What follows belongs to an exercise in optimizing a design on an open flow for small area and few clock cycles; a production flow would make more cautious choices. Function was checked by simulation only, so behaviour that the tests miss may differ from the original. Power and IR drop assume default switching activity.

<file path="flow/run.sh">
#!/bin/bash
set -euo pipefail
HERE=$(pwd)
python3 - "$HERE" <<'PY'
import sys, re, os, shlex
here = sys.argv[1]
flow_home = os.environ["FLOW_HOME"]
# ORFS's synth.tcl with its abc call given our script
s = open(os.path.join(flow_home, "scripts", "synth.tcl")).read()
old = "log_cmd abc {*}$abc_args"
assert s.count(old) == 1, "abc call not found in synth.tcl"
s = s.replace(old, "log_cmd abc -script %s/flow/abc.script {*}[lrange $abc_args 2 end]" % here)
open(os.path.join(here, "synth_abc.tcl"), "w").write(s)
# The standard flow's synthesis script, sourcing that copy
b = open(os.path.join(here, "synth_recipe.tcl")).read()
old = "source $::env(SCRIPTS_DIR)/synth.tcl"
assert b.count(old) == 1, "synth.tcl not sourced by synth_recipe.tcl"
open(os.path.join(here, "own_synth.tcl"), "w").write(b.replace(old, "source %s/synth_abc.tcl" % here))
# standard.sh, with that synthesis script
t = open(os.path.join(here, "standard.sh")).read()
t2, n = re.subn(r"SYNTH_SCRIPT=\S+", "SYNTH_SCRIPT=%s/own_synth.tcl" % here, t)
assert n == 1, "SYNTH_SCRIPT not found in standard.sh"
open(os.path.join(here, "own_standard.sh"), "w").write(t2)
# standard.sh, with our clock tree synthesis arguments
args = " ".join(open(os.path.join(here, "flow", "cts_args.txt")).read().split())
t3, n = re.subn(r"SYNTH_SCRIPT=\S+", lambda m: m.group(0) + " " + shlex.quote("CTS_ARGS=" + args), t)
assert n == 1
open(os.path.join(here, "cts_standard.sh"), "w").write(t3)
PY
bash own_standard.sh synth > synth.log 2>&1
bash standard.sh place > place.log 2>&1
bash cts_standard.sh cts > cts.log 2>&1
bash standard.sh > route.log 2>&1
</file>
<file path="design.v">
module i2cc_crc8 (
    input  wire [15:0] crc_in,
    input  wire [7:0]  data,
    output wire [15:0] crc_out
);
    wire [7:0] t = crc_in[15:8] ^ data;
    wire       p = ^t;
    assign crc_out = {crc_in[7] ^ p, crc_in[6:2], crc_in[1] ^ t[7], crc_in[0] ^ t[6] ^ t[7],
                      t[5] ^ t[6], t[4] ^ t[5], t[3] ^ t[4], t[2] ^ t[3], t[1] ^ t[2], t[0] ^ t[1],
                      p ^ t[0], p};
endmodule
module i2cc_top (
    input  wire        clk,
    input  wire        rst,
    input  wire        host_req,
    input  wire        host_we,
    input  wire [10:0] host_addr,
    input  wire [31:0] host_wdata,
    output reg  [31:0] host_rdata,
    output reg         host_err,
    output wire        irq,
    output wire        bus_req,
    output reg  [2:0]  bus_act,
    output reg  [7:0]  bus_data,
    input  wire        bus_done,
    input  wire [1:0]  bus_resp,
    input  wire        bus_rx_valid,
    input  wire [7:0]  bus_rx_data
);
    localparam MAXC = 64;             
    localparam RXS  = 64;             
    localparam DBS  = MAXC - 9;       
    localparam [7:0] R_OK = 8'h00, R_DEV = 8'h01, R_UNK = 8'h02,
                     R_COMM = 8'h10, R_RSF = 8'h11,
                     R_FTL = 8'h20, R_FSH = 8'h21, R_CRC = 8'h22, R_FCE = 8'h23,
                     R_BADC = 8'h30, R_SEQ = 8'h31, R_BLEN = 8'h32;
    localparam [3:0] P_IDLE = 4'd0, P_CHECK = 4'd1, P_CRC = 4'd2, P_MARSHAL = 4'd3,
                     P_UNM = 4'd4, P_WAKE = 4'd5, P_WRITE = 4'd6, P_RESYNC = 4'd7,
                     P_WAIT = 4'd8, P_RC = 4'd9, P_RB = 4'd10, P_READ = 4'd11;
    localparam [2:0] TS_IDLE = 3'd0, TS_ADDRW = 3'd1, TS_DSENT = 3'd2,
                     TS_RSP = 3'd4, TS_ADDRR = 3'd5, TS_DREC = 3'd6, TS_FAIL = 3'd7;
    localparam [2:0] A_START = 3'd1, A_RSTART = 3'd2, A_STOP = 3'd3, A_WRBYTE = 3'd4,
                     A_RDBYTES = 3'd5, A_DUMMY = 3'd6, A_WAKE = 3'd7;
    reg        ctrl_ie;
    reg [2:0]  ctrl_retries;
    reg        done, ovr;
    reg [2:0]  tstate;
    reg [3:0]  phase;
    reg [3:0]  attempts;
    reg [31:0] cmd;
    reg [7:0]  result;
    reg [6:0]  dev_addr;
    reg [15:0] waddr, ioaddr;
    reg [7:0]  opcode, mode;
    reg [15:0] param1, param2;
    reg [31:0] dlen;
    reg [7:0]  wr_len, rd_len, crc_len, resp_len, frame_len, rx_len;
    reg [15:0] crc_reg;
    reg [7:0]  rsp_status;
    reg [3:0]  rsp_code;
    reg [7:0]  rsp_dlen;
    reg        rsp_valid;
    reg [7:0]  dbuf  [0:DBS-1];
    reg [7:0]  txbuf [0:MAXC-1];
    reg [7:0]  rxbuf [0:RXS-1];
    reg [7:0]  undo  [0:RXS-1];       
    localparam [4:0] S_IDLE = 5'd0, S_DEC = 5'd1, S_CRC = 5'd2, S_MAR = 5'd3,
                     S_UNM = 5'd4, S_UNF = 5'd5, S_WAKE = 5'd6, S_WR = 5'd7,
                     S_RSW = 5'd8, S_GAP = 5'd9, S_RC = 5'd10, S_RB = 5'd11,
                     S_RF = 5'd12, S_BW = 5'd13, S_BR = 5'd14, S_RSY = 5'd15,
                     S_FIN = 5'd16, S_RF0 = 5'd17;
    localparam [2:0] G_WR = 3'd0, G_WAKE = 3'd1, G_RSW = 3'd2,
                     G_RC = 3'd4, G_RB = 3'd5;
    localparam [4:0] E_IDLE = 5'd0, E_START = 5'd1, E_ADW = 5'd2, E_WAH = 5'd3,
                     E_WAL = 5'd4, E_DATA = 5'd5, E_STOPW = 5'd6, E_RST = 5'd7,
                     E_ADR = 5'd8, E_RD = 5'd9, E_STOPR = 5'd10, E_NSTOP = 5'd11,
                     E_RS1 = 5'd12, E_RS2 = 5'd13, E_RSD = 5'd14, E_RSS = 5'd15,
                     E_WAKE = 5'd16;
    reg [4:0]  st;
    reg [2:0]  gnext;
    reg [2:0]  retries_snap;
    reg [6:0]  j;             
    reg [15:0] crc_acc;
    reg        mar_act;       
    reg        rest_act;      
    reg        rbase;         
    reg [4:0]  es;
    reg        dv;            
    reg [6:0]  bp;            
    wire busy = (st != S_IDLE);
    assign irq = done & ctrl_ie;
    wire [6:0] h_bidx  = host_addr[8:2];
    wire [4:0] h_ridx  = host_addr[6:2];
    wire       h_align = (host_addr[1:0] == 2'b00);
    wire       h_isreg = (host_addr[10:9] == 2'd0) && (h_bidx < 7'd20);
    wire       h_isdb  = (host_addr[10:9] == 2'd1) && (h_bidx < DBS);
    wire       h_istx  = (host_addr[10:9] == 2'd2) && (h_bidx < MAXC);
    wire       h_isrx  = (host_addr[10:9] == 2'd3) && (h_bidx < RXS);
    wire       h_legal = h_align && (h_isreg || h_isdb || h_istx || h_isrx);
    wire       h_wr    = host_req && host_we && h_legal;
    wire       h_rw    = h_wr && h_isreg;
    wire       h_dbrd  = host_req && !host_we && (host_addr[10:9] == 2'd1);
    wire       grant   = !h_dbrd;
    wire       w_ctrl  = h_rw && (h_ridx == 5'd0);
    wire       w_stat  = h_rw && (h_ridx == 5'd1);
    wire       w_cmd   = h_rw && (h_ridx == 5'd2) && !busy;
    wire       w_par   = h_rw && !busy;
    wire       w_drop  = h_wr && busy && (!h_isreg ||
                         !(h_ridx == 5'd0 || h_ridx == 5'd1 || h_ridx == 5'd3 ||
                           h_ridx == 5'd16 || h_ridx == 5'd18 || h_ridx == 5'd19));
    always @(posedge clk) begin
        if (rst || w_ctrl) begin
            ctrl_ie      <= !rst && host_wdata[0];
            ctrl_retries <= rst ? 3'd3 : host_wdata[6:4];
        end
        if (rst || w_cmd)                       cmd      <= rst ? 32'd0 : host_wdata;
        if (rst || (w_par && h_ridx == 5'd4))   dev_addr <= rst ? 7'h50 : host_wdata[6:0];
        if (rst || (w_par && h_ridx == 5'd5))   waddr    <= rst ? 16'h0000 : host_wdata[15:0];
        if (rst || (w_par && h_ridx == 5'd6))   ioaddr   <= rst ? 16'hFE00 : host_wdata[15:0];
        if (rst || (w_par && h_ridx == 5'd7))   opcode   <= rst ? 8'd0 : host_wdata[7:0];
        if (rst || (w_par && h_ridx == 5'd8))   mode     <= rst ? 8'd0 : host_wdata[7:0];
        if (rst || (w_par && h_ridx == 5'd9))   param1   <= rst ? 16'd0 : host_wdata[15:0];
        if (rst || (w_par && h_ridx == 5'd10))  param2   <= rst ? 16'd0 : host_wdata[15:0];
        if (rst || (w_par && h_ridx == 5'd11))  dlen     <= rst ? 32'd0 : host_wdata;
        if (rst || (w_par && h_ridx == 5'd12))  wr_len   <= rst ? 8'd0 : host_wdata[7:0];
        if (rst || (w_par && h_ridx == 5'd13))  rd_len   <= rst ? 8'd0 : host_wdata[7:0];
        if (rst || (w_par && h_ridx == 5'd14))  crc_len  <= rst ? 8'd0 : host_wdata[7:0];
        if (rst || (w_par && h_ridx == 5'd15))  resp_len <= rst ? 8'd64 : host_wdata[7:0];
    end
    wire [3:0] c_op    = cmd[3:0];
    wire [1:0] c_src   = cmd[5:4];
    wire       c_wake  = cmd[8];
    wire       c_idle  = cmd[9];
    wire       c_legal = (cmd == 32'h1) || (cmd == 32'h11) || (cmd == 32'h21) ||
                         (cmd == 32'h2) || (cmd == 32'h3) || (cmd == 32'h4) ||
                         (cmd == 32'h5) || (cmd == 32'h6) ||
                         ((cmd & 32'hFFFF_FEFF) == 32'h7) || (cmd == 32'h8) ||
                         ((cmd & 32'hFFFF_FDFF) == 32'h9);
    wire       c_sleep = (c_op == 4'h9);
    wire [9:0]  dl_sum  = {2'b00, dlen[7:0]} + {2'b00, dlen[15:8]} +
                          {2'b00, dlen[23:16]} + {2'b00, dlen[31:24]};
    wire [9:0]  f_len   = c_sleep ? 10'd0 : dl_sum;
    wire [7:0]  f_op    = c_sleep ? 8'h11 : opcode;
    wire [7:0]  f_mode  = c_sleep ? (c_idle ? 8'h40 : 8'h00) : mode;
    wire [15:0] f_p1    = c_sleep ? 16'h0000 : param1;
    wire [15:0] f_p2    = c_sleep ? 16'h0000 : param2;
    wire [7:0]  f_count = 8'd9 + f_len[7:0];
    wire [6:0]  f_dend  = 7'd7 + f_len[6:0];      
    wire [6:0]  j_p2    = j + 7'd2;
    wire        j_data  = (j >= 7'd7) && (j_p2 < frame_len[6:0]);
    wire        j_crc0  = (j_p2 == frame_len[6:0]);
    wire        j_last  = (j + 7'd1 == frame_len[6:0]);
    wire        e_read  = (st == S_BR) || (st == S_RC) || (st == S_RB);
    wire        e_base  = (st == S_RB);
    wire [15:0] e_wa    = (c_op == 4'h4 || c_op == 4'h5) ? waddr : ioaddr;
    wire [7:0]  rb0     = rxbuf[0];
    reg  [7:0]  e_n;
    always @* begin
        if (c_op == 4'h4)      e_n = wr_len;
        else if (c_op == 4'h5) e_n = rd_len;
        else if (st == S_RC)   e_n = 8'd1;
        else if (st == S_RB)   e_n = rb0;
        else                   e_n = frame_len;
    end
    wire [6:0] proc_delay = 7'd4 + {1'b0, opcode[3:0], 2'b00} + {5'd0, mode[1:0]};
    reg e_fin, e_ok;
    always @* begin
        e_fin = 1'b0; e_ok = 1'b0;
        if (bus_req && bus_done) begin
            case (es)
                E_START, E_RST, E_RS2: e_fin = (bus_resp != 2'd0);
                E_ADW, E_WAH, E_WAL, E_DATA, E_ADR: e_fin = bus_resp[1];
                E_STOPW, E_STOPR, E_RSS, E_WAKE: begin e_fin = 1'b1; e_ok = 1'b1; end
                E_NSTOP: e_fin = 1'b1;
                default: ;
            endcase
        end
    end
    wire       mar_port  = mar_act && j_data;
    wire       fetch_w   = !e_read && (es == E_WAL || es == E_DATA) && (bp != e_n[6:0]) &&
                           (!mar_act || (bp < j));
    wire       fetch_ok  = fetch_w && grant;
    wire       a_fetch   = (es == E_WAL || es == E_DATA) && (!mar_act || (bp < j));
    wire [6:0] j_m7      = j - 7'd7;
    reg        e_atx;
    reg  [5:0] e_aidx;
    always @* begin
        if (a_fetch) begin
            e_atx = 1'b1; e_aidx = bp[5:0];
        end else if (mar_act) begin
            e_atx = 1'b0; e_aidx = j_m7[5:0];
        end else begin
            e_atx = c_src[0]; e_aidx = j[5:0];
        end
    end
    wire       a_eng = busy && !h_dbrd;
    wire       a_tx  = a_eng ? e_atx : host_addr[10];
    wire [5:0] a_idx = a_eng ? e_aidx : host_addr[7:2];
    wire [5:0] b_idx = !busy ? host_addr[7:2] : (es == E_RD) ? bp[5:0] : j[5:0];
    reg [7:0] pa, pb;
    integer k;
    always @* begin
        pa = 8'd0;
        for (k = 0; k < DBS; k = k + 1)  if (!a_tx && a_idx == k) pa = pa | dbuf[k];
        for (k = 0; k < MAXC; k = k + 1) if (a_tx && a_idx == k)  pa = pa | txbuf[k];
        pb = 8'd0;
        for (k = 0; k < RXS; k = k + 1)  if (b_idx == k) pb = pb | rxbuf[k];
    end
    reg [31:0] h_reg;
    always @* begin
        case (h_ridx)
            5'd0:  h_reg = {25'd0, ctrl_retries, 3'd0, ctrl_ie};
            5'd1:  h_reg = {16'd0, attempts, phase, 1'b0, tstate, 1'b0, ovr, done, busy};
            5'd2:  h_reg = cmd;
            5'd3:  h_reg = {24'd0, result};
            5'd4:  h_reg = {25'd0, dev_addr};
            5'd5:  h_reg = {16'd0, waddr};
            5'd6:  h_reg = {16'd0, ioaddr};
            5'd7:  h_reg = {24'd0, opcode};
            5'd8:  h_reg = {24'd0, mode};
            5'd9:  h_reg = {16'd0, param1};
            5'd10: h_reg = {16'd0, param2};
            5'd11: h_reg = dlen;
            5'd12: h_reg = {24'd0, wr_len};
            5'd13: h_reg = {24'd0, rd_len};
            5'd14: h_reg = {24'd0, crc_len};
            5'd15: h_reg = {24'd0, resp_len};
            5'd16: h_reg = {24'd0, frame_len};
            5'd17: h_reg = {24'd0, rx_len};
            5'd18: h_reg = {16'd0, crc_reg};
            5'd19: h_reg = {rsp_valid, 7'd0, rsp_dlen, 4'd0, rsp_code, rsp_status};
            default: h_reg = 32'd0;
        endcase
    end
    always @(posedge clk) begin
        case (host_addr[10:9])
            2'd0:    host_rdata <= h_reg;
            2'd3:    host_rdata <= {24'd0, pb};
            default: host_rdata <= {24'd0, pa};
        endcase
        if (rst) host_err <= 1'b0;
        else     host_err <= host_req && !h_legal;
    end
    reg [7:0] f_hdr;
    always @* begin
        case (j[2:0])
            3'd0: f_hdr = frame_len;
            3'd1: f_hdr = f_op;
            3'd2: f_hdr = f_mode;
            3'd3: f_hdr = f_p1[15:8];
            3'd4: f_hdr = f_p1[7:0];
            3'd5: f_hdr = f_p2[15:8];
            default: f_hdr = f_p2[7:0];
        endcase
    end
    wire       mar_go   = mar_act && (!mar_port || (grant && !a_fetch));
    wire [7:0] mar_byte = (j < 7'd7) ? f_hdr : j_data ? pa :
                          j_crc0 ? crc_acc[15:8] : crc_acc[7:0];
    wire       mar_last = j_last;
    wire       rx_in    = (es == E_RD) && bus_rx_valid;
    wire       rx_wr    = rx_in && !bp[6];
    wire [6:0] bp_nx    = (rx_in && bp != 7'h7F) ? bp + 7'd1 : bp;
    wire [6:0] bp_eff   = bp[6] ? 7'd64 : bp;
    wire [6:0] rest_t   = j + bp_eff;
    wire       rest_wr  = rest_act && rest_t[6] && !(rbase && rest_t[5:0] == 6'd0);
    wire       rest_any = (bp_eff != {6'd0, e_base});    
    wire       crc_go   = (st == S_CRC) && (c_src[1] || grant);
    reg  [7:0]  crc_data;
    wire [15:0] crc_next;
    always @* begin
        if (st == S_RC || st == S_RB)        crc_data = bus_rx_data;
        else if (mar_act)                    crc_data = mar_byte;
        else if (st == S_CRC && !c_src[1])   crc_data = pa;
        else                                 crc_data = pb;
    end
    i2cc_crc8 u_crc (.crc_in(crc_acc), .data(crc_data), .crc_out(crc_next));
    reg [3:0] st_code;
    always @* begin
        case (rxbuf[1])
            8'h00: st_code = 4'd0;
            8'h02: st_code = 4'd1;
            8'h04: st_code = 4'd2;
            8'h08: st_code = 4'd3;
            8'h10: st_code = 4'd4;
            8'h20: st_code = 4'd5;
            8'h40: st_code = 4'd6;
            8'h50: st_code = 4'd7;
            8'h60: st_code = 4'd8;
            8'h70: st_code = 4'd9;
            8'h80: st_code = 4'd10;
            8'h90: st_code = 4'd11;
            default: st_code = 4'd14;
        endcase
    end
    wire       unm_exec = (st == S_RB);
    wire [7:0] unm_n    = unm_exec ? rb0 : rx_len;
    wire       unm_crc  = (crc_acc != 16'd0);
    wire       unm_fce  = !unm_exec && (rb0 != rx_len);
    wire [7:0] unm_res  = unm_crc ? R_CRC : unm_fce ? R_FCE :
                          (st_code == 4'd0) ? R_OK : (st_code == 4'd14) ? R_UNK : R_DEV;
    wire       unm_good = !unm_crc && !unm_fce;
    wire [5:0] w_idx  = !busy ? host_addr[7:2] : rx_in ? bp[5:0] : rest_act ? rest_t[5:0] : j[5:0];
    wire [7:0] w_dtx  = !busy ? host_wdata[7:0] : mar_byte;
    wire [7:0] w_drx  = !busy ? host_wdata[7:0] : rx_in ? bus_rx_data : undo[RXS-1];
    wire       w_db   = !busy && h_wr && h_isdb;
    wire       w_tx   = busy ? mar_go : (h_wr && h_istx);
    wire       w_rx   = busy ? (rx_wr || rest_wr) : (h_wr && h_isrx);
    wire       u_sh   = rx_wr || rest_act;
    always @(posedge clk) begin
        if (w_db) dbuf[w_idx] <= host_wdata[7:0];
        if (w_tx) txbuf[w_idx] <= w_dtx;
        if (w_rx) rxbuf[w_idx] <= w_drx;
        if (u_sh) begin
            undo[0] <= pb;
            for (k = 1; k < RXS; k = k + 1) undo[k] <= undo[k-1];
        end
    end
    assign bus_req = (es != E_IDLE) && (es != E_DATA || dv);
    always @* begin
        case (es)
            E_START, E_RS1, E_RS2: bus_act = A_START;
            E_ADW, E_WAH, E_WAL, E_DATA, E_ADR: bus_act = A_WRBYTE;
            E_STOPW, E_STOPR, E_NSTOP, E_RSS: bus_act = A_STOP;
            E_RST:   bus_act = A_RSTART;
            E_RD:    bus_act = A_RDBYTES;
            E_RSD:   bus_act = A_DUMMY;
            E_WAKE:  bus_act = A_WAKE;
            default: bus_act = 3'd0;
        endcase
    end
    always @(posedge clk) begin
        if (rst) begin
            done         <= 1'b0;
            ovr          <= 1'b0;
            tstate       <= TS_IDLE;
            phase        <= P_IDLE;
            attempts     <= 4'd0;
            result       <= 8'hFF;
            frame_len    <= 8'd0;
            rx_len       <= 8'd0;
            crc_reg      <= 16'd0;
            rsp_status   <= 8'd0;
            rsp_code     <= 4'hF;
            rsp_dlen     <= 8'd0;
            rsp_valid    <= 1'b0;
            st           <= S_IDLE;
            gnext        <= G_WR;
            retries_snap <= 3'd0;
            j            <= 7'd0;
            crc_acc      <= 16'd0;
            mar_act      <= 1'b0;
            rest_act     <= 1'b0;
            rbase        <= 1'b0;
            es           <= E_IDLE;
            bus_data     <= 8'd0;
            dv           <= 1'b0;
            bp           <= 7'd0;
        end else begin
            if (w_stat) begin
                if (host_wdata[1]) done <= 1'b0;
                if (host_wdata[2]) ovr  <= 1'b0;
            end
            if (w_drop) ovr <= 1'b1;
            if (w_par && h_ridx == 5'd17) rx_len <= host_wdata[7:0];
            if (w_cmd) begin
                done         <= 1'b0;
                attempts     <= 4'd0;
                phase        <= P_CHECK;
                retries_snap <= ctrl_retries;
                st           <= S_DEC;
            end
            if (es == E_DATA && !dv && fetch_ok) begin
                bus_data <= pa; dv <= 1'b1; bp <= bp + 7'd1;
            end
            if (es == E_RD) begin
                bp <= bp_nx;
                if (bus_rx_valid) crc_acc <= crc_next;
            end
            if (bus_req && bus_done) begin
                case (es)
                    E_START: begin
                        if (bus_resp == 2'd0) begin es <= E_ADW; bus_data <= {dev_addr, 1'b0}; end
                        else begin tstate <= TS_FAIL; es <= E_IDLE; end
                    end
                    E_ADW, E_WAH, E_WAL, E_DATA, E_ADR: begin
                        if (bus_resp == 2'd0) begin
                            case (es)
                                E_ADW: begin tstate <= TS_ADDRW; es <= E_WAH; bus_data <= e_wa[15:8]; end
                                E_WAH: begin es <= E_WAL; bus_data <= e_wa[7:0]; end
                                E_ADR: begin tstate <= TS_ADDRR; es <= E_RD; bus_data <= e_n - {7'd0, e_base}; end
                                default: begin    
                                    if (e_read) begin
                                        tstate <= TS_RSP; es <= E_RST;
                                    end else if (bp == e_n[6:0]) begin
                                        tstate <= TS_DSENT; es <= E_STOPW;
                                    end else begin
                                        es <= E_DATA;
                                        if (fetch_ok) begin bus_data <= pa; dv <= 1'b1; bp <= bp + 7'd1; end
                                        else dv <= 1'b0;
                                    end
                                end
                            endcase
                        end else if (bus_resp == 2'd1) begin
                            es <= E_NSTOP;           
                        end else begin
                            tstate <= TS_FAIL; es <= E_IDLE;
                        end
                    end
                    E_STOPW, E_STOPR, E_RSS: begin
                        tstate <= TS_IDLE; es <= E_IDLE;
                    end
                    E_RST: begin
                        if (bus_resp == 2'd0) begin es <= E_ADR; bus_data <= {dev_addr, 1'b1}; end
                        else begin tstate <= TS_FAIL; es <= E_IDLE; end
                    end
                    E_RD: begin
                        if (bp_nx == e_n[6:0]) begin tstate <= TS_DREC; es <= E_STOPR; end
                        else es <= E_NSTOP;
                    end
                    E_NSTOP: begin
                        tstate <= TS_FAIL; es <= E_IDLE;
                    end
                    E_RS1: begin
                        if (bus_resp == 2'd0) begin es <= E_RSD; bus_data <= 8'hFF; end
                        else es <= E_RS2;
                    end
                    E_RS2: begin
                        if (bus_resp == 2'd0) begin es <= E_RSD; bus_data <= 8'hFF; end
                        else begin tstate <= TS_FAIL; es <= E_IDLE; end
                    end
                    E_RSD: es <= E_RSS;
                    E_WAKE: es <= E_IDLE;
                    default: es <= E_IDLE;
                endcase
            end
            if (mar_go) begin
                if (!j_crc0 && !j_last) crc_acc <= crc_next;
                j <= j + 7'd1;
                if (mar_last) mar_act <= 1'b0;
            end
            if (rest_act) begin
                j <= j + 7'd1;
                if (j == 7'd63) rest_act <= 1'b0;
            end
            case (st)
                S_IDLE: ;
                S_DEC: begin
                    if (!c_legal) begin
                        result <= R_BADC; phase <= P_IDLE; done <= 1'b1; st <= S_IDLE;
                    end else begin
                        case (c_op)
                            4'h1: begin
                                phase <= P_CRC;
                                if (crc_len > ((c_src == 2'd0) ? DBS : MAXC)) begin
                                    result <= R_BLEN; phase <= P_IDLE; done <= 1'b1; st <= S_IDLE;
                                end else if (crc_len == 8'd0) begin
                                    crc_reg <= 16'd0;
                                    result <= R_OK; phase <= P_IDLE; done <= 1'b1; st <= S_IDLE;
                                end else begin
                                    j <= 7'd0; crc_acc <= 16'd0; st <= S_CRC;
                                end
                            end
                            4'h2: begin
                                phase <= P_MARSHAL;
                                if (f_len > DBS) begin
                                    result <= R_FTL; phase <= P_IDLE; done <= 1'b1; st <= S_IDLE;
                                end else begin
                                    frame_len <= f_count;
                                    j <= 7'd0; crc_acc <= 16'd0; mar_act <= 1'b1; st <= S_MAR;
                                end
                            end
                            4'h3: begin
                                phase <= P_UNM;
                                rsp_valid <= 1'b0; rsp_dlen <= 8'd0; rsp_code <= 4'hF; rsp_status <= 8'd0;
                                if (rx_len > RXS) begin
                                    result <= R_BLEN; phase <= P_IDLE; done <= 1'b1; st <= S_IDLE;
                                end else if (rx_len < 8'd4) begin
                                    result <= R_FSH; phase <= P_IDLE; done <= 1'b1; st <= S_IDLE;
                                end else begin
                                    j <= 7'd0; crc_acc <= 16'd0; st <= S_UNM;
                                end
                            end
                            4'h4: begin
                                if (tstate == TS_FAIL) begin
                                    result <= R_SEQ; phase <= P_IDLE; done <= 1'b1; st <= S_IDLE;
                                end else if (wr_len > MAXC) begin
                                    result <= R_BLEN; phase <= P_IDLE; done <= 1'b1; st <= S_IDLE;
                                end else begin
                                    phase <= P_WRITE;
                                    es <= E_START; bp <= 7'd0; dv <= 1'b0;
                                    st <= S_BW;
                                end
                            end
                            4'h5: begin
                                if (tstate == TS_FAIL) begin
                                    result <= R_SEQ; phase <= P_IDLE; done <= 1'b1; st <= S_IDLE;
                                end else if (rd_len < 8'd1 || rd_len > RXS) begin
                                    result <= R_BLEN; phase <= P_IDLE; done <= 1'b1; st <= S_IDLE;
                                end else begin
                                    phase <= P_READ;
                                    es <= E_START; bp <= 7'd0;
                                    st <= S_BR;
                                end
                            end
                            4'h6: begin
                                phase <= P_RESYNC; es <= E_RS1; st <= S_RSY;
                            end
                            4'h7: begin
                                rsp_valid <= 1'b0; rsp_dlen <= 8'd0; rsp_code <= 4'hF; rsp_status <= 8'd0;
                                if (tstate == TS_FAIL) begin
                                    result <= R_SEQ; phase <= P_IDLE; done <= 1'b1; st <= S_IDLE;
                                end else if (resp_len < 8'd4 || resp_len > RXS) begin
                                    result <= R_BLEN; phase <= P_IDLE; done <= 1'b1; st <= S_IDLE;
                                end else if (f_len > DBS) begin
                                    result <= R_FTL; phase <= P_IDLE; done <= 1'b1; st <= S_IDLE;
                                end else begin
                                    phase <= P_MARSHAL;
                                    frame_len <= f_count;
                                    j <= 7'd0; crc_acc <= 16'd0; mar_act <= 1'b1;
                                    st <= S_GAP;
                                    if (c_wake) begin gnext <= G_WAKE; bp <= f_dend + 7'd1; end
                                    else begin        gnext <= G_WR;   bp <= f_dend + 7'd2; end
                                end
                            end
                            4'h8: begin
                                phase <= P_WAKE; es <= E_WAKE; st <= S_WAKE;
                            end
                            default: begin    
                                if (tstate == TS_FAIL) begin
                                    result <= R_SEQ; phase <= P_IDLE; done <= 1'b1; st <= S_IDLE;
                                end else begin
                                    frame_len <= f_count;
                                    j <= 7'd0; crc_acc <= 16'd0; mar_act <= 1'b1;
                                    phase <= P_WRITE; attempts <= 4'd1;
                                    es <= E_START; bp <= 7'd0; dv <= 1'b0;
                                    st <= S_WR;
                                end
                            end
                        endcase
                    end
                end
                S_GAP: begin
                    if (bp == 7'd1) begin
                        case (gnext)
                            G_WR: begin
                                phase <= P_WRITE; attempts <= attempts + 4'd1;
                                es <= E_START; bp <= 7'd0; dv <= 1'b0;
                                st <= S_WR;
                            end
                            G_WAKE: begin
                                phase <= P_WAKE; es <= E_WAKE; st <= S_WAKE;
                            end
                            G_RSW: begin
                                phase <= P_RESYNC; es <= E_RS1; st <= S_RSW;
                            end
                            G_RC: begin
                                phase <= P_RC; es <= E_START; bp <= 7'd0; crc_acc <= 16'd0;
                                st <= S_RC;
                            end
                            default: begin    
                                phase <= P_RB; es <= E_START; bp <= 7'd1;
                                st <= S_RB;
                            end
                        endcase
                    end else bp <= bp - 7'd1;
                end
                S_CRC: begin
                    if (crc_go) begin
                        crc_acc <= crc_next; j <= j + 7'd1;
                        if ({1'b0, j} + 8'd1 == crc_len) begin
                            crc_reg <= crc_next;
                            result <= R_OK; phase <= P_IDLE; done <= 1'b1; st <= S_IDLE;
                        end
                    end
                end
                S_MAR: begin
                    if (mar_go && mar_last) begin
                        result <= R_OK; phase <= P_IDLE; done <= 1'b1; st <= S_IDLE;
                    end
                end
                S_UNM: begin
                    crc_acc <= crc_next;
                    j <= j + 7'd1;
                    if ({1'b0, j} + 8'd1 == rx_len) st <= S_UNF;
                end
                S_UNF: begin
                    result <= unm_res;
                    if (unm_good) begin
                        rsp_valid <= 1'b1; rsp_dlen <= unm_n - 8'd4; rsp_code <= st_code;
                        rsp_status <= rxbuf[1];
                    end
                    phase <= P_IDLE; done <= 1'b1; st <= S_IDLE;
                end
                S_WAKE: begin
                    if (e_fin) begin
                        if (c_op == 4'h8) begin
                            result <= R_OK; phase <= P_IDLE; done <= 1'b1; st <= S_IDLE;
                        end else begin
                            gnext <= G_WR; bp <= 7'd2; st <= S_GAP;
                        end
                    end
                end
                S_WR: begin
                    if (e_fin) begin
                        if (e_ok) begin
                            if (c_sleep) begin
                                result <= R_OK; phase <= P_IDLE; done <= 1'b1; st <= S_IDLE;
                            end else begin
                                phase <= P_WAIT; gnext <= G_RC; bp <= proc_delay + 7'd3; st <= S_GAP;
                            end
                        end else begin
                            gnext <= G_RSW; bp <= 7'd1; st <= S_GAP;
                        end
                    end
                end
                S_RSW: begin
                    if (e_fin) begin
                        if (!e_ok || attempts == {1'b0, retries_snap} + 4'd1) begin
                            result <= e_ok ? R_COMM : R_RSF;
                            if (mar_act) st <= S_FIN;
                            else begin phase <= P_IDLE; done <= 1'b1; st <= S_IDLE; end
                        end else begin
                            gnext <= G_WR; bp <= 7'd2; st <= S_GAP;
                        end
                    end
                end
                S_RC: begin
                    if (e_fin) begin
                        if (e_ok) begin
                            rx_len <= 8'd1;
                            if (rb0 < 8'd4) begin
                                result <= R_FSH; phase <= P_IDLE; done <= 1'b1; st <= S_IDLE;
                            end else if (rb0 > resp_len) begin
                                result <= R_FCE; phase <= P_IDLE; done <= 1'b1; st <= S_IDLE;
                            end else begin
                                gnext <= G_RB; bp <= 7'd2; st <= S_GAP;
                            end
                        end else begin
                            rx_len <= 8'd0;
                            j <= 7'd0; rest_act <= rest_any; rbase <= 1'b0;
                            st <= S_RF0;
                        end
                    end
                end
                S_RB: begin
                    if (e_fin) begin
                        if (e_ok) begin
                            rx_len <= rb0;
                            result <= unm_res;
                            if (unm_good) begin
                                rsp_valid <= 1'b1; rsp_dlen <= unm_n - 8'd4; rsp_code <= st_code;
                                rsp_status <= rxbuf[1];
                            end
                            phase <= P_IDLE; done <= 1'b1; st <= S_IDLE;
                        end else begin
                            rx_len <= 8'd0;
                            j <= 7'd0; rest_act <= rest_any; rbase <= 1'b1;
                            st <= S_RF0;
                        end
                    end
                end
                S_RF0: begin
                    phase <= P_RESYNC; es <= E_RS1; st <= S_RF;
                end
                S_RF: begin
                    if (e_fin) begin
                        result <= e_ok ? R_COMM : R_RSF;
                        if (rest_act) st <= S_FIN;
                        else begin phase <= P_IDLE; done <= 1'b1; st <= S_IDLE; end
                    end
                end
                S_BW: begin
                    if (e_fin) begin
                        result <= e_ok ? R_OK : R_COMM;
                        phase <= P_IDLE; done <= 1'b1; st <= S_IDLE;
                    end
                end
                S_BR: begin
                    if (e_fin) begin
                        if (e_ok) begin
                            rx_len <= rd_len;
                            result <= R_OK; phase <= P_IDLE; done <= 1'b1; st <= S_IDLE;
                        end else begin
                            rx_len <= 8'd0; result <= R_COMM;
                            j <= 7'd0; rest_act <= rest_any; rbase <= 1'b0;
                            if (rest_any) st <= S_FIN;
                            else begin phase <= P_IDLE; done <= 1'b1; st <= S_IDLE; end
                        end
                    end
                end
                S_RSY: begin
                    if (e_fin) begin
                        result <= e_ok ? R_OK : R_RSF;
                        phase <= P_IDLE; done <= 1'b1; st <= S_IDLE;
                    end
                end
                S_FIN: begin
                    if (!rest_act && !mar_act) begin
                        phase <= P_IDLE; done <= 1'b1; st <= S_IDLE;
                    end
                end
                default: st <= S_IDLE;
            endcase
        end
    end
endmodule
</file>
<file path="flow/cts_args.txt">
-sink_clustering_enable -repair_clock_nets -sink_clustering_size 25 -sink_clustering_max_diameter 80 -buf_list sky130_fd_sc_hd__clkbuf_16 -dont_use_dummy_load
</file>
<file path="constraint.sdc">
create_clock -name core_clock -period 10.0 [get_ports {clk}]
set_input_delay 2.0000 -clock core_clock [delete_from_list [all_inputs] [get_ports {clk}]]
set_output_delay 2.0000 -clock core_clock [all_outputs]
set_load 0.01 [all_outputs]
</file>
<file path="standard.sh">
#!/bin/bash
# synth_recipe.tcl (not shown) runs the flow's synth.tcl, then flattens the netlist and writes it again
# the make line also repeats each setting of config.mk as NAME=value (left out here)
make -C /OpenROAD-flow-scripts/flow DESIGN_CONFIG=/design/flow/config.mk WORK_HOME=/design/flow/orfs CLKGATE_MAP_FILE= SYNTH_SCRIPT=/design/flow/synth_recipe.tcl "${@:-finish}"
</file>
<file path="flow/abc.script">
strash
&get -n
&st
&deepsyn -T 60
&dch -f
&nf
&put
</file>
<file path="config.mk">
export PLATFORM = sky130hd
export DESIGN_NAME = i2cc_top
export DESIGN_NICKNAME = i2cc_top
export VERILOG_FILES = /design/flow/design.v
export SDC_FILE = /design/flow/constraint.sdc
export NUM_CORES = 8
export LEC_CHECK = 0
export CAP_MARGIN = 30
export CORE_MARGIN = 2
export CORE_UTILIZATION = 50
export PLACE_DENSITY = 0.7
export SETUP_SLACK_MARGIN = 0.2
export SLEW_MARGIN = 30
</file>
==> impl_metrics.json, run 1 <==
{
  "p_leak_nw": 31.8,
  "drtPass1Iterations": 11,
  "final_core_util_pct": 57.8,
  "r2r-start": "bp[1]$_SDFF_PP0_",
  "crit_fanout": 20,
  "dpl-instance-area_um2": 98100,
  "die_y_um": 425,
  "fin_setup_tns_ns": 0,
  "grt_pass1_vias": 59800,
  "cts_buffer_depth": 3,
  "synth_edf_count": 2163,
  "cp-startpoint": "host_addr[10]",
  "setup-violations-final": 0,
  "yosysTopAreaCellShare_pct": 73.4,
  "postCtsSetupBuffers": 0,
  "worstPathRequired_ns": 10.76,
  "rsz0062_at_grt": "false",
  "clock.fmax_ghz": 0.104,
  "drv_cap": 0,
  "routed_via_density": 7.70,
  "gp_congestion": 1.16,
  "ys_types": 69,
  "antenna_found_initial": 61,
  "syn_inst": 5499,
  "synthFlopType": "edfxtp_1",
  "grt_util_all_layers_pct": 47.3,
  "root_buffer": "clkbuf_16",
  "drt_iter0_markers": 16400,
  "drc": 0,
  "status": "complete, no violations",
  "synth_area_leader_cell": "edfxtp_1",
  "ant_nets": 0,
  "rows": 154,
  "die_w_um": 425,
  "multi_input_area_um2": 21000,
  "min_path_type": "register to register",
  "dieArea_um2": 180000,
  "maxSlewHeadroom_pct": 23.1,
  "top_regs": "rxbuf (512), txbuf (512), undo (512)",
  "path_clk_slew_ns": 0.09,
  "hold_viol": 0,
  "cts_tree": "yes",
  "clock-skew-final_ns": 0.110,
  "worstSetupPathType": "input port to register",
  "avgSynthCellArea_um2": 16.1,
  "period_needed_ns": 9.65,
  "final_cells": 8689,
  "hp-start": "undo[20][4]$_DFFE_PP_",
  "finalMaxSlewViolations": 0,
  "h-tree-depth": 4,
  "grt_pass1_wl_um": 560000,
  "initial_core_util_pct": 50.3,
  "ys_seq_elements": 2331,
  "power_mw": 18.2,
  "period_share_pct": 96.5,
  "drive_above_1_share_pct": 15.2,
  "postLayoutCellArea_um2": 102000,
  "synth_nets": 5640,
  "core_area_um2": 176000,
  "synth.area.top_cells": "edfxtp_1 73%, dfxtp_1 3.8%, a22oi_1 3.0%",
  "seq_area_um2": 68300,
  "cp-start-kind": "input port",
  "cts-resized-gates": 0,
  "synth_area_um2": 88500,
  "io_buffers": 104,
  "peakVddDrop_mv": 0.228,
  "yosys_warnings": 2,
  "clkLatencyLatePin_ns": 0.87,
  "powerDensity_nw_per_um2": 179,
  "nFillCells": 13300,
  "worst_slew_pin_slew_ns": 1.15,
  "wl_um": 433000,
  "dpl.cell_count": 8515,
  "cts_buffers": 133,
  "ios": 105,
  "grt_overflow": 0,
  "hpwl_um": 310000,
  "vias": 66900,
  "ctsHoldBuffers": 0,
  "yosysSeqAreaShare_pct": 77.2,
  "cp-end-kind": "register",
  "async_reset_ff_share_pct": 0,
  "area_delta_synth_final_pct": 14.9,
  "arrival_ns": 10.41,
  "layout.nets": 6455,
  "routedWlPerCell_um": 49.8,
  "clock-sinks": 2331,
  "grt_max_degree": 186
}
-- cell families (layout without fill, tap and decap cells) --
kind of cell    count (synthesis)  count (layout)  share of synthesized area (%)
other cells                     0              37                              0
fa+ha+maj                      82              82                           1.30
buf+inv                        79             892                          0.335
compound gates               1305            1305                           11.5
simple gates                 1594            1594                           8.52
xor+xnor                      105             105                           1.09
flops                        2331            2331                           77.2
mux                             3               3                         0.0339
-- power breakdown --
group	switching (mW)	leakage (nW)	total (mW)	internal (mW)
clock network	3.10	1.64	5.48	2.37
registers	0.162	20.5	10.9	10.8
logic	1.26	9.69	1.79	0.527
total	4.53	31.8	18.2	13.7
-- worst max-delay path, cell delays in order --
cell	delay, ns
clkdlybuf4s50_1	0.66
clkinv_1	0.24
ha_1	0.26
nand2_1	0.09
nor2_1	0.08
nor2_1	0.51
o31ai_1	0.20
o32ai_1	0.57
or3_1	0.24
buf_12	0.23
buf_4	0.30
nor4_1	0.08
buf_4	0.26
a22oi_1	0.61
nand4_1	0.46
buf_4	0.28
or4_1	0.59
nor4_2	0.48
buf_4	0.27
a2111o_1	0.17
a31o_1	0.18
xor2_1	0.29
xnor2_1	0.19
xnor3_1	0.51
xnor3_1	0.40
a22o_1	0.22
-- per-stage QoR --
| step | setup WS, ns | hold slack, ns |
|---|---|---|
| global route | 0.496 | 0.391 |
| detailed placement | -0.0973 | 0.405 |
| CTS | 0.805 | 0.388 |
| floorplan | -0.227 | 0.400 |
| finish | 0.348 | 0.389 |
| global placement | 0.00656 | 0.401 |
-- synthesized netlist by cell type (all sizes together), types with 18 or more instances --
library cell,number
and3,24
a22oi,350
a211oi,21
a22o,134
a32oi,27
nand2b,34
nand3,124
clkinv,79
nor4,120
and2,20
o2111ai,18
nand2,422
edfxtp,2163
a221oi,117
xnor2,63
ha,65
xor2,39
o221ai,26
or3,20
dfxtp,168
a21o,19
a31oi,22
a222oi,186
nor2b,64
nand4,126
nor3,113
or2,23
nor2,461
a21oi,126
or4,24
o21ai,125
-- path summary, 6_finish.rpt --
path / slack, ns / cells past startpoint / endpoint
max reg2reg: 1.10 / 28 / crc_acc[15]$_SDFF_PP0_
max: 0.35 / 26 / crc_acc[15]$_SDFF_PP0_
min reg2reg: 0.39 / 0 / undo[21][4]$_DFFE_PP_
min: 0.39 / 0 / undo[21][4]$_DFFE_PP_
-- area by class of cell --
cell class	count	share of cell area [%]
diodes	37	0.0911
repair buffers	680	5.62
well taps	2340	2.88
inverters	79	0.292
multi-input cells	3089	20.6
clock buffers	133	3.27
flip-flops and latches	2331	67.2
-- cell usage in the layout (no fill, tap or decap), types with 28 or more instances in the layout --
| cell | n |
|---|---|
| nand2_1 | 406 |
| a22oi_1 | 350 |
| o21ai_0 | 119 |
| xor2_1 | 39 |
| xnor2_1 | 63 |
| nor2_4 | 30 |
| edfxtp_1 | 2163 |
| buf_12 | 28 |
| nor2_2 | 119 |
| diode_2 | 37 |
| a21oi_1 | 125 |
| nor3_1 | 104 |
| nor4_1 | 78 |
| nand4_1 | 126 |
| nor4_2 | 36 |
| a222oi_1 | 186 |
| buf_4 | 538 |
| ha_1 | 65 |
| nor2_1 | 312 |
| a221oi_1 | 117 |
| nand3_1 | 123 |
| nand2b_1 | 34 |
| clkdlybuf4s50_1 | 95 |
| dfxtp_1 | 168 |
| nor2b_1 | 58 |
| clkbuf_16 | 133 |
| clkinv_1 | 78 |
| a22o_1 | 134 |
-- layer usage --
metal	wire, um	global-route usage, %	vias to the layer above	part of all wire, %
li1	-	-	24300	-
met1	154000	61.8	33500	35
met2	170000	63.1	7434	39
met3	77200	24.5	1627	18
met4	31400	25.6	40	7.3
met5	944	2.72	-	0.22
Testbench counts, summed over its fixed seeds: cycles 107,364.
==> run 2: changes to the inputs <==
--- a/design.v
+++ b/design.v
@@ -617,6 +617,6 @@
                     if (e_fin) begin
-                        if (!e_ok || attempts == {1'b0, retries_snap} + 4'd1) begin
-                            result <= e_ok ? R_COMM : R_RSF;
-                            if (mar_act) st <= S_FIN;
-                            else begin phase <= P_IDLE; done <= 1'b1; st <= S_IDLE; end
+                        if (!e_ok) begin
+                            result <= R_RSF; st <= S_FIN;
+                        end else if (attempts == {1'b0, retries_snap} + 4'd1) begin
+                            result <= R_COMM; st <= S_FIN;
                         end else begin
@@ -667,4 +667,3 @@
                         result <= e_ok ? R_COMM : R_RSF;
-                        if (rest_act) st <= S_FIN;
-                        else begin phase <= P_IDLE; done <= 1'b1; st <= S_IDLE; end
+                        st <= S_FIN;
                     end
@@ -685,4 +684,3 @@
                             j <= 7'd0; rest_act <= rest_any; rbase <= 1'b0;
-                            if (rest_any) st <= S_FIN;
-                            else begin phase <= P_IDLE; done <= 1'b1; st <= S_IDLE; end
+                            st <= S_FIN;
                         end
--- a/flow/run.sh
+++ b/flow/run.sh
@@ -18,16 +18,14 @@
 open(os.path.join(here, "own_synth.tcl"), "w").write(b.replace(old, "source %s/synth_abc.tcl" % here))
-# standard.sh, with that synthesis script
+# standard.sh with that synthesis script and our placement and CTS settings
 t = open(os.path.join(here, "standard.sh")).read()
-t2, n = re.subn(r"SYNTH_SCRIPT=\S+", "SYNTH_SCRIPT=%s/own_synth.tcl" % here, t)
+args = " ".join(open(os.path.join(here, "flow", "cts_args.txt")).read().split())
+extra = " ".join(shlex.quote(x) for x in [
+    "SYNTH_SCRIPT=%s/own_synth.tcl" % here,
+    "CTS_ARGS=" + args,
+    "POST_GLOBAL_PLACE_TCL=%s/flow/post_gp.tcl" % here])
+t2, n = re.subn(r"SYNTH_SCRIPT=\S+", lambda m: extra, t)
 assert n == 1, "SYNTH_SCRIPT not found in standard.sh"
 open(os.path.join(here, "own_standard.sh"), "w").write(t2)
-# standard.sh, with our clock tree synthesis arguments
-args = " ".join(open(os.path.join(here, "flow", "cts_args.txt")).read().split())
-t3, n = re.subn(r"SYNTH_SCRIPT=\S+", lambda m: m.group(0) + " " + shlex.quote("CTS_ARGS=" + args), t)
-assert n == 1
-open(os.path.join(here, "cts_standard.sh"), "w").write(t3)
 PY
 bash own_standard.sh synth > synth.log 2>&1
-bash standard.sh place > place.log 2>&1
-bash cts_standard.sh cts > cts.log 2>&1
-bash standard.sh > route.log 2>&1
+bash own_standard.sh > layout.log 2>&1
==> flow/cts_args.txt (replaced) <==
-sink_clustering_enable -repair_clock_nets -sink_clustering_size 20 -sink_clustering_max_diameter 80 -buf_list sky130_fd_sc_hd__clkbuf_16 -dont_use_dummy_load
==> flow/post_gp.tcl (new file) <==
# After timing-driven global placement: drop the buffers it added (and the
# port buffers), then buffer the ports again. The later repair steps add back
# the buffers that slew, capacitance and timing need.
remove_buffers
buffer_ports
==> run 2 against run 1 <==
  * Highest routed layer unchanged
  * Setup slack worse by 0.17 ns
  * Still clean
  * Combinational power is 11% lower
  * Sequential share of layout area is 1.2 points lower
  * Via count is 2.4% lower
  * Maximum frequency is 1.8% lower
  * Largest power group unchanged
==> impl_metrics.json, run 2 <==
{
  "grt_overflow": 0,
  "yosysSeqAreaShare_pct": 76.2,
  "hp-start": "undo[27][5]$_DFFE_PP_",
  "top_regs": "rxbuf (512), txbuf (512), undo (512)",
  "mostFrequentLayoutCells": "2163 x edfxtp_1, 771 x nand3_1, 373 x nand2_1, 210 x nor2_1, 167 x dfxtp_1",
  "cp-start-kind": "input port",
  "pre_cts_slack_ns": -0.486,
  "clock-skew-final_ns": 0.129,
  "worstPathRequired_ns": 10.76,
  "h-tree-depth": 4,
  "routed_via_density": 7.51,
  "reg2reg_to": "crc_acc[15]$_SDFF_PP0_",
  "final_common_cell": "edfxtp_1",
  "hpwl_um": 265000,
  "hold_viol": 0,
  "dieArea_um2": 183000,
  "antenna_found_initial": 23,
  "min_path_type": "register to register",
  "drtPass1Iterations": 10,
  "final_cells": 8699,
  "area_delta_synth_final_pct": 15.5,
  "path_cells": "clkdlybuf4s50_1 -> clkinv_1 -> ha_1 -> nand2_1 -> or2_0 -> nand2_1 -> a2111oi_0 -> a31o_1 -> or3b_2 -> nor4_4 -> a22oi_1 -> nand3_1 -> nor4_4 -> nand4_1 -> nor3_2 -> a21oi_1 -> o221ai_1 -> xor2_1 -> xnor2_1 -> xor3_1 -> o21ai_0",
  "ant_nets": 0,
  "cp-end-kind": "register",
  "layout.nets": 6465,
  "io_buffers": 208,
  "postLayoutCellArea_um2": 104000,
  "initial_core_util_pct": 50.3,
  "ys_seq_elements": 2331,
  "powerDensity_nw_per_um2": 176,
  "clock-sinks": 2331,
  "ys_types": 67,
  "root_buffer": "clkbuf_16",
  "seq_area_um2": 68300,
  "multi_input_area_um2": 23200,
  "drc": 0,
  "path_buf_inv": 2,
  "reg2reg_depth": 25,
  "routedWlPerCell_um": 43.9,
  "p_leak_nw": 31.6,
  "wl_um": 381000,
  "arrival_ns": 10.59,
  "async_reset_ff_share_pct": 0,
  "ios": 105,
  "die_y_um": 427,
  "nFillCells": 13600,
  "worst_slew_pin_slew_ns": 1.21,
  "critPathTopFamily": "simple AND/OR/NAND/NOR gates",
  "period_share_pct": 98.3,
  "synth_edf_count": 2163,
  "rsz0062_at_grt": "false",
  "synth_common_cells": "2163 x edfxtp_1, 774 x nand3_1, 463 x nor2_1",
  "synthFlopType": "edfxtp_1",
  "crit_fanout": 11,
  "path_clk_slew_ns": 0.08,
  "vias": 65300,
  "cp-startpoint": "host_addr[10]",
  "dpl-instance-area_um2": 99600,
  "syn_inst": 5878,
  "cts_buffer_depth": 3,
  "synth.area.top_cells": "edfxtp_1 72%, nand3_1 4.3%, dfxtp_1 3.8%",
  "regToRegSetupSlack_ns": 0.41,
  "yosysTopAreaCellShare_pct": 72.5,
  "r2r-start": "j[2]$_SDFF_PP0_",
  "yosys_warnings": 2,
  "ctsHoldBuffers": 0,
  "yosysMostFrequentCell": "edfxtp_1",
  "grt_pass1_vias": 59000,
  "cts_buffers": 147,
  "synth_area_um2": 89600,
  "rows": 155,
  "clkLatencyLatePin_ns": 0.88,
  "setup-violations-final": 0,
  "peakVddDrop_mv": 0.172,
  "worstSetupPathType": "input port to register",
  "maxSlewHeadroom_pct": 19.1,
  "grt_max_degree": 90,
  "drv_cap": 0,
  "grt_util_all_layers_pct": 41.2,
  "finalMaxSlewViolations": 0,
  "core_area_um2": 178000,
  "dpl.cell_count": 8525,
  "worst_slack_ns": 0.175,
  "avgSynthCellArea_um2": 15.2,
  "synth_area_leader_cell": "edfxtp_1",
  "crit_slowest_cell": "nor3_2",
  "period_needed_ns": 9.83,
  "final_core_util_pct": 58.1,
  "drive_above_1_share_pct": 11.5,
  "status": "complete, no violations",
  "critPathMaxStageDelay_ns": 0.78,
  "cts_tree": "yes",
  "clock.fmax_ghz": 0.102,
  "min_to": "undo[28][5]$_DFFE_PP_",
  "grt_pass1_wl_um": 508000,
  "drt_iter0_markers": 14700,
  "power_mw": 18.2,
  "die_w_um": 427,
  "whs_path_depth": 0,
  "synth_nets": 6019
}
run 2: changes by cell type after synthesis, moves of 22 or more:
cell,change
a22oi_1,-211
nor3_1,-37
a22o_1,-53
nand3_1,+650
nand4_1,+37
nor4_1,-22
nand2_1,-27
a221oi_1,-68
a32oi_1,+114
a222oi_1,-32
run 2: worst max-delay path by stage:
stage,to,depth (start not counted)
after detailed placement,crc_reg[15]$_SDFFE_PP0P_,21
final,crc_acc[15]$_SDFF_PP0_,21
after global routing,crc_acc[15]$_SDFF_PP0_,21
after CTS,crc_acc[15]$_SDFF_PP0_,21
after floorplan,undo[0][0]$_DFFE_PP_,2
after global placement,crc_acc[15]$_SDFF_PP0_,25
run 2: layout make-up:
type	count	share of cell area, %
Antenna cell	22	0.0532
Timing Repair Buffer	297	4.83
Inverter	81	0.295
Clock buffer	147	3.55
Tap cell	2355	2.85
Sequential cell	2331	66.0
Multi-Input combinational cell	3466	22.4
run 2: kinds of logic (layout without fill, tap and decap cells):
logic type / Yosys count / in the layout / synth area share [%]
mux: 4 / 4 / 0.0461
xor+xnor: 99 / 99 / 1.00
flops: 2331 / 2331 / 76.2
fa+ha+maj: 82 / 82 / 1.29
buf+inv: 81 / 525 / 0.339
simple gates: 2229 / 2229 / 12.1
other cells: 0 / 22 / 0
compound gates: 1052 / 1052 / 9.02
run 2: power by group:
part	switching (mW)	internal, mW	total, mW
sequential	0.132	10.7	10.9
clock	3.11	2.61	5.72
combinational	1.12	0.485	1.60
run 2: what timing repair did:
item	in CTS	in global routing
hold endpoints to repair	0	0
resized for setup	0	3
buffers inserted	0	0
endpoints found under the setup margin	0	4
run 2: routing by layer:
| metal | part of all wire (%) | global-route usage, % |
|---|---|---|
| met1 | 36 | 56.2 |
| met2 | 40 | 56.0 |
| met4 | 7.2 | 23.4 |
| met3 | 16 | 16.3 |
| met5 | 0.046 | 0 |
run 2: metrics by stage:
stage / TNS [ns] / hold WS [ns]
floorplan: -109.26 / 0.400
global placement: 0 / 0.400
detailed placement: -3.66 / 0.405
CTS: 0 / 0.365
global route: 0 / 0.379
finish: 0 / 0.353
Testbench counts of run 2, summed over its fixed seeds: cycles 107,415.

[separate check: timing with driven ports]
No port has a modelled driver above. Below, the same layouts with a new extraction and two added sets of constraints. Step 1, drivers: a clkbuf_16 drives clk and a buf_2 each remaining input, both assumed. Step 2 times the ports against the registers' clock, not the clock port: input delays grow and output delays shrink by t, the midpoint of the rising clock arrivals with the driver on. Slacks: no drivers / after step 1 / after step 2; pairs: no drivers / after step 1.
run | t, ns | slack for setup (ns) | worst register clock-pin slew, ns | cell pins on the clock port's net
run 1 | 0.919 | 0.348 / 0.410 / -0.509 | 0.11 / 0.11 | 1
run 2 | 0.901 | 0.175 / 0.229 / -0.672 | 0.09 / 0.09 | 1
Met with ideal ports but missed after step 2: setup timing in run 1 and run 2. For run 1, which loses most, drivers alone change the setup slack by +0.062 ns; drivers and shift together by -0.857 ns.
